What follows belongs to an exercise in optimizing a design on an open flow for small area; a production flow would make more cautious choices. In this exercise RTL edits were held to simulation tests only and were not proved equivalent to the original. The flow treats the clock pin as an ideal source. Dropping or thinning the clock tree relies on that and would not hold on a real chip. Power is estimated from default activity; no workload was simulated.

==> flow/design.v <==
module bbm_bridge (
    input  wire       clk,
    input  wire       rst,
    input  wire       in_valid,
    input  wire [7:0] in_data,
    output wire       in_ready,
    output reg        out_valid,
    output reg  [7:0] out_data,
    input  wire       out_ready,
    output reg        scl_oe,
    output reg        sda_oe,
    input  wire       sda_i,
    output reg        spi_cs_n,
    output reg        spi_sck,
    output reg        spi_mosi,
    input  wire       spi_miso
);
    localparam [4:0] H_CMD = 5'd0, H_OP = 5'd1, H_ALEN = 5'd2, H_DEV = 5'd3,
                     H_AH = 5'd4, H_AL = 5'd5, H_LEN = 5'd6,
                     I_START = 5'd7, I_DEV0 = 5'd8, X_AH = 5'd9, X_AL = 5'd12,
                     I_RSTART = 5'd11, I_DEV1 = 5'd10,
                     X_READ = 5'd13, X_PUT = 5'd14, X_NEXT = 5'd16, X_DATA = 5'd15,
                     X_END = 5'd17, I_SETTLE = 5'd18,
                     S_CSA1 = 5'd19, S_WREN = 5'd20, S_CSD1 = 5'd21, S_CSA2 = 5'd22,
                     S_CMD = 5'd23, S_PCSA = 5'd24, S_RDSR = 5'd25, S_SAVE = 5'd26,
                     S_PCSD = 5'd27, S_CHECK = 5'd28;
    localparam [2:0] E_IDLE = 3'd0, E_A = 3'd2, E_B = 3'd3,
                     E_SAMP = 3'd5, E_C = 3'd4, E_DONE = 3'd6, E_PUTW = 3'd1;
    reg [4:0] P;
    reg [2:0] E;
    reg [3:0] dly;
    reg [3:0] bc;       
    reg       is_spi, is_read, alen2;
    reg [7:1] dev;
    reg [7:0] ah, al, count;
    wire act  = (dly == 4'd0);
    wire idle = (E == E_IDLE);
    wire hdr  = (P == H_CMD) || (P == H_OP) || (P == H_ALEN) || (P == H_DEV) ||
                (P == H_AH) || (P == H_AL) || (P == H_LEN);
    wire data_st = (P == X_DATA);
    assign in_ready = hdr || (idle && data_st);
    wire in_take = in_valid && in_ready;
    wire last  = (count == 8'd1);
    wire bc0   = (bc == 4'd0);
    wire ackf  = bc[3];
    wire outfree = !out_valid || out_ready;
    wire c_i = (in_data == 8'h49), c_p = (in_data == 8'h50);
    wire c_r = (in_data == 8'h52), c_w = (in_data == 8'h57);
    wire c_1 = (in_data == 8'd1),  c_2 = (in_data == 8'd2), c_0 = (in_data == 8'd0);
    reg [7:0] wbyte;
    always @(*) begin
        case (P)
            I_DEV0:  wbyte = {dev, 1'b0};
            I_DEV1:  wbyte = {dev, 1'b1};
            X_AH:    wbyte = ah;
            S_WREN:  wbyte = 8'h06;
            S_CMD:   wbyte = {7'h01, is_read};
            S_RDSR:  wbyte = 8'h05;
            default: wbyte = al;
        endcase
    end
    wire wbit = wbyte[bc[2:0]];
    wire rd   = (P == X_READ);
    wire csd  = (P == S_CSD1) || (P == X_END) || (P == S_PCSD);
    localparam [2:0] K_WAIT = 3'd0, K_ONE = 3'd6, K_START = 3'd2, K_STOP = 3'd1,
                     K_IB = 3'd3, K_CS = 3'd5, K_SB = 3'd4;
    wire [2:0] k_byte = is_spi ? K_SB : K_IB;
    reg [2:0] kind;
    reg [4:0] nextP;
    reg       go;       
    always @(*) begin
        kind  = K_WAIT;
        nextP = 5'bxxxxx;
        go    = 1'b1;
        case (P)
            H_CMD:  begin kind = K_ONE; go = in_valid & (c_i | c_p); nextP = H_OP; end
            H_OP:   begin kind = K_ONE; go = in_valid;
                          nextP = (c_r | c_w) ? (is_spi ? H_AH : H_ALEN) : H_CMD; end
            H_ALEN: begin kind = K_ONE; go = in_valid; nextP = (c_1 | c_2) ? H_DEV : H_CMD; end
            H_DEV:  begin kind = K_ONE; go = in_valid; nextP = H_AH; end
            H_AH:   begin kind = K_ONE; go = in_valid; nextP = H_AL; end
            H_AL:   begin kind = K_ONE; go = in_valid; nextP = H_LEN; end
            H_LEN:  begin kind = K_ONE; go = in_valid;
                          nextP = c_0 ? H_CMD : is_spi ? (is_read ? S_CSA2 : S_CSA1) : I_START; end
            I_START:  begin kind = K_START; nextP = I_DEV0; end
            I_DEV0:   begin kind = K_IB; nextP = X_AH; end
            X_AH:     begin kind = (alen2 | is_spi) ? k_byte : K_ONE; nextP = X_AL; end
            X_AL:     begin kind = k_byte;
                            nextP = is_read ? (is_spi ? X_READ : I_RSTART) : X_DATA; end
            I_RSTART: begin kind = K_START; nextP = I_DEV1; end
            I_DEV1:   begin kind = K_IB; nextP = X_READ; end
            X_READ:   begin kind = k_byte; nextP = is_read ? X_PUT : S_SAVE; end
            X_PUT:    begin kind = K_WAIT; nextP = is_read ? X_NEXT : H_CMD; end
            X_NEXT:   begin kind = K_ONE; nextP = last ? X_END : is_read ? X_READ : X_DATA; end
            X_DATA:   begin kind = k_byte; go = in_valid; nextP = X_NEXT; end
            X_END:    begin kind = is_spi ? K_CS : K_STOP;
                            nextP = is_read ? H_CMD : is_spi ? S_PCSA : I_SETTLE; end
            I_SETTLE: begin kind = K_ONE; go = (count == 8'h91); nextP = X_PUT; end
            S_CSA1:   begin kind = K_CS; nextP = S_WREN; end
            S_WREN:   begin kind = K_SB; nextP = S_CSD1; end
            S_CSD1:   begin kind = K_CS; nextP = S_CSA2; end
            S_CSA2:   begin kind = K_CS; nextP = S_CMD; end
            S_CMD:    begin kind = K_SB; nextP = X_AH; end
            S_PCSA:   begin kind = K_CS; nextP = S_RDSR; end
            S_RDSR:   begin kind = K_SB; nextP = X_READ; end
            S_SAVE:   begin kind = K_ONE; nextP = S_PCSD; end
            S_PCSD:   begin kind = K_CS; nextP = S_CHECK; end
            S_CHECK:  begin kind = K_ONE; nextP = al[0] ? S_PCSA : X_PUT; end
            default:  begin kind = 3'bxxx; go = 1'bx; end
        endcase
    end
    wire k_start = (kind == K_START), k_stop = (kind == K_STOP), k_ib = (kind == K_IB);
    wire k_cs = (kind == K_CS), k_sb = (kind == K_SB);
    wire i2c  = k_start | k_stop | k_ib;
    wire samp = k_sb ? rd : k_start | k_ib & (rd ^ ackf);
    wire lastslot = k_sb ? bc0 : ~k_ib | ackf;
    reg [2:0] En;
    reg [3:0] dn;
    reg       adv;
    always @(*) begin
        En  = E;
        dn  = 4'd0;
        adv = 1'b0;
        case (E)
            E_IDLE: if (go) begin
                        if (kind == K_ONE) adv = 1'b1;
                        else if (kind == K_WAIT) En = E_PUTW;
                        else if (k_sb & rd) begin En = E_B; dn = 4'd5; end
                        else begin En = E_A; dn = 4'd1; end
                    end else if (P == I_SETTLE) dn = 4'd8;
            E_A:    begin En = k_cs ? E_DONE : E_B; dn = k_start | k_cs ? 4'd0 : i2c ? 4'd8 : 4'd4; end
            E_B:    if (samp) begin En = E_SAMP; dn = k_sb ? 4'd4 : k_start ? 4'd8 : 4'd0; end
                    else begin En = E_C; dn = k_sb ? 4'd4 : 4'd8; end
            E_SAMP: begin En = E_C; dn = i2c ? 4'd8 : 4'd0; end
            E_C:    begin
                        dn = i2c ? 4'd8 : 4'd0;
                        if (lastslot) En = E_DONE;
                        else if (rd & k_sb) begin En = E_B; dn = 4'd4; end
                        else En = (rd & k_ib & ~bc0) ? E_B : E_A;
                    end
            E_DONE: begin En = E_IDLE; adv = 1'b1; end
            default: if (outfree) begin En = E_IDLE; adv = 1'b1; end    
        endcase
    end
    wire issue = act && idle && go && kind != K_ONE && kind != K_WAIT;
    always @(posedge clk) begin
        if (rst) begin
            P         <= H_CMD;
            E         <= E_IDLE;
            dly       <= 4'd0;
            out_valid <= 1'b0;
            scl_oe    <= 1'b0;
            sda_oe    <= 1'b0;
            spi_cs_n  <= 1'b1;
            spi_sck   <= 1'b0;
            spi_mosi  <= 1'b0;
        end else begin
            if (act) begin
                E   <= En;
                dly <= dn;
                if (adv) P <= nextP;
            end else
                dly <= dly - 4'd1;
            if (act && E == E_PUTW && outfree) begin
                out_data  <= is_read ? al : 8'h4B;
                out_valid <= 1'b1;
            end else if (out_valid && out_ready)
                out_valid <= 1'b0;
            if (act) begin
                case (E)
                    E_A: begin
                        if (i2c)  sda_oe <= k_ib ? (ackf ? (rd & ~last) : (~rd & ~wbit)) : k_stop;
                        if (k_cs) spi_cs_n <= csd;
                        if (k_sb) spi_mosi <= wbit;
                    end
                    E_B: begin
                        if (i2c)  scl_oe <= 1'b0;
                        if (k_sb) spi_sck <= 1'b1;
                    end
                    E_SAMP: if (k_start) sda_oe <= 1'b1;
                    E_C: begin
                        if (k_stop) sda_oe <= 1'b0;
                        else if (i2c) scl_oe <= 1'b1;
                        if (k_sb) spi_sck <= 1'b0;
                    end
                    default: ;
                endcase
            end
        end
        if (in_take) begin
            case (P)
                H_CMD: is_spi <= c_p;
                H_OP:  is_read <= c_r;
                H_ALEN: alen2 <= in_data[1];
                H_DEV: dev <= in_data[7:1];
                H_AH:  ah <= in_data;
                H_LEN: count <= in_data;
                default: al <= in_data;    
            endcase
        end
        if (act && E == E_SAMP && rd && !(k_ib && ackf))
            al <= {al[6:0], k_sb ? spi_miso : sda_i};
        if (act && idle && (P == I_SETTLE || P == X_NEXT))
            count <= count - 8'd1;
        if (issue)
            bc <= 4'd7;
        else if (act && E == E_C)
            bc <= bc - 4'd1;
    end
endmodule
export LEC_CHECK = 0
export ABC_AREA = 1
export CAP_MARGIN = 0
export CORE_MARGIN = 2
export CORE_UTILIZATION = 70
export GPL_TIMING_DRIVEN = 0
export SLEW_MARGIN = 0
create_clock -name core_clock -period 10.0 [get_ports {clk}]
standard.sh (not shown) runs the stock make flow with config.mk's settings and CLKGATE_MAP_FILE= SYNTH_SCRIPT=/design/flow/synth_recipe.tcl, a recipe that flattens the netlist after the stock synthesis.
==> flow/flow/run.sh <==
#!/bin/bash
# Standard ORFS layout with three changes: a stronger ABC area script for
# the combinational logic, ports buffered with the smallest buffer, and a
# four-buffer clock tree in place of ORFS's H-tree.
set -euo pipefail
here=$(pwd)
export BBM_ABC_SCRIPT="$here/flow/abc_area.script"
export BUFFER_PORTS_ARGS="-buffer_cell sky130_fd_sc_hd__buf_1"
export PRE_CTS_TCL="$here/flow/clock_tree.tcl"
cat flow/abc_override.tcl synth_recipe.tcl > my_synth.tcl
sed "s#$here/synth_recipe.tcl#$here/my_synth.tcl#g" standard.sh > my_standard.sh
grep -q my_synth.tcl my_standard.sh
bash my_standard.sh > "$here/standard.log" 2>&1
Other scripts of this flow, unchanged in this note and not shown: flow/flow/abc_area.script, flow/flow/abc_override.tcl, flow/flow/clock_tree.tcl
The starting point finished with timing, DRC and antenna clean.
Next try:
GPL_TIMING_DRIVEN = not set   (was 0)
Outcome:
- The changed run produced a clean layout
- global-route usage rose by 0.45 points
- fmax rose by about 6%
- sequential power is about the same
- die area is unchanged
- wire length rose by about 1.8%
- power rose by about 0.6%
No run of this note takes its clock network from TritonCTS; it comes from the design's own scripts or RTL.

[port drivers added, routing unchanged]
The flow's constraints put no driver on any port. The routed layouts listed below were extracted and timed again, unchanged, in two steps.
Step 1 assumes that a clkbuf_16 drives the clock port and a buf_2 every other input.
Step 2 moves the port delays by t, midway between the first and last clock arrival at a register: inputs arrive t later, outputs are due t later. That takes back most of the time a late clock gives input paths.
a / b / c = ideal / step 1 / step 2; a / b = the first two.
run	t (ns)	setup WS [ns]	worst setup path at the end	latest minus earliest clock arrival (ns)	worst slew at a driven data input, ns
the first run	0.223	4.860 / 4.840 / 4.678	input to register	0.012 / 0.012	0.03
the second run	0.221	5.163 / 5.149 / 4.971	input to register	0.013 / 0.013	0.04
After both steps every run listed still meets setup and hold. For the second run, which loses most, drivers alone change the setup slack by -0.014 ns; drivers and shift together by -0.192 ns.
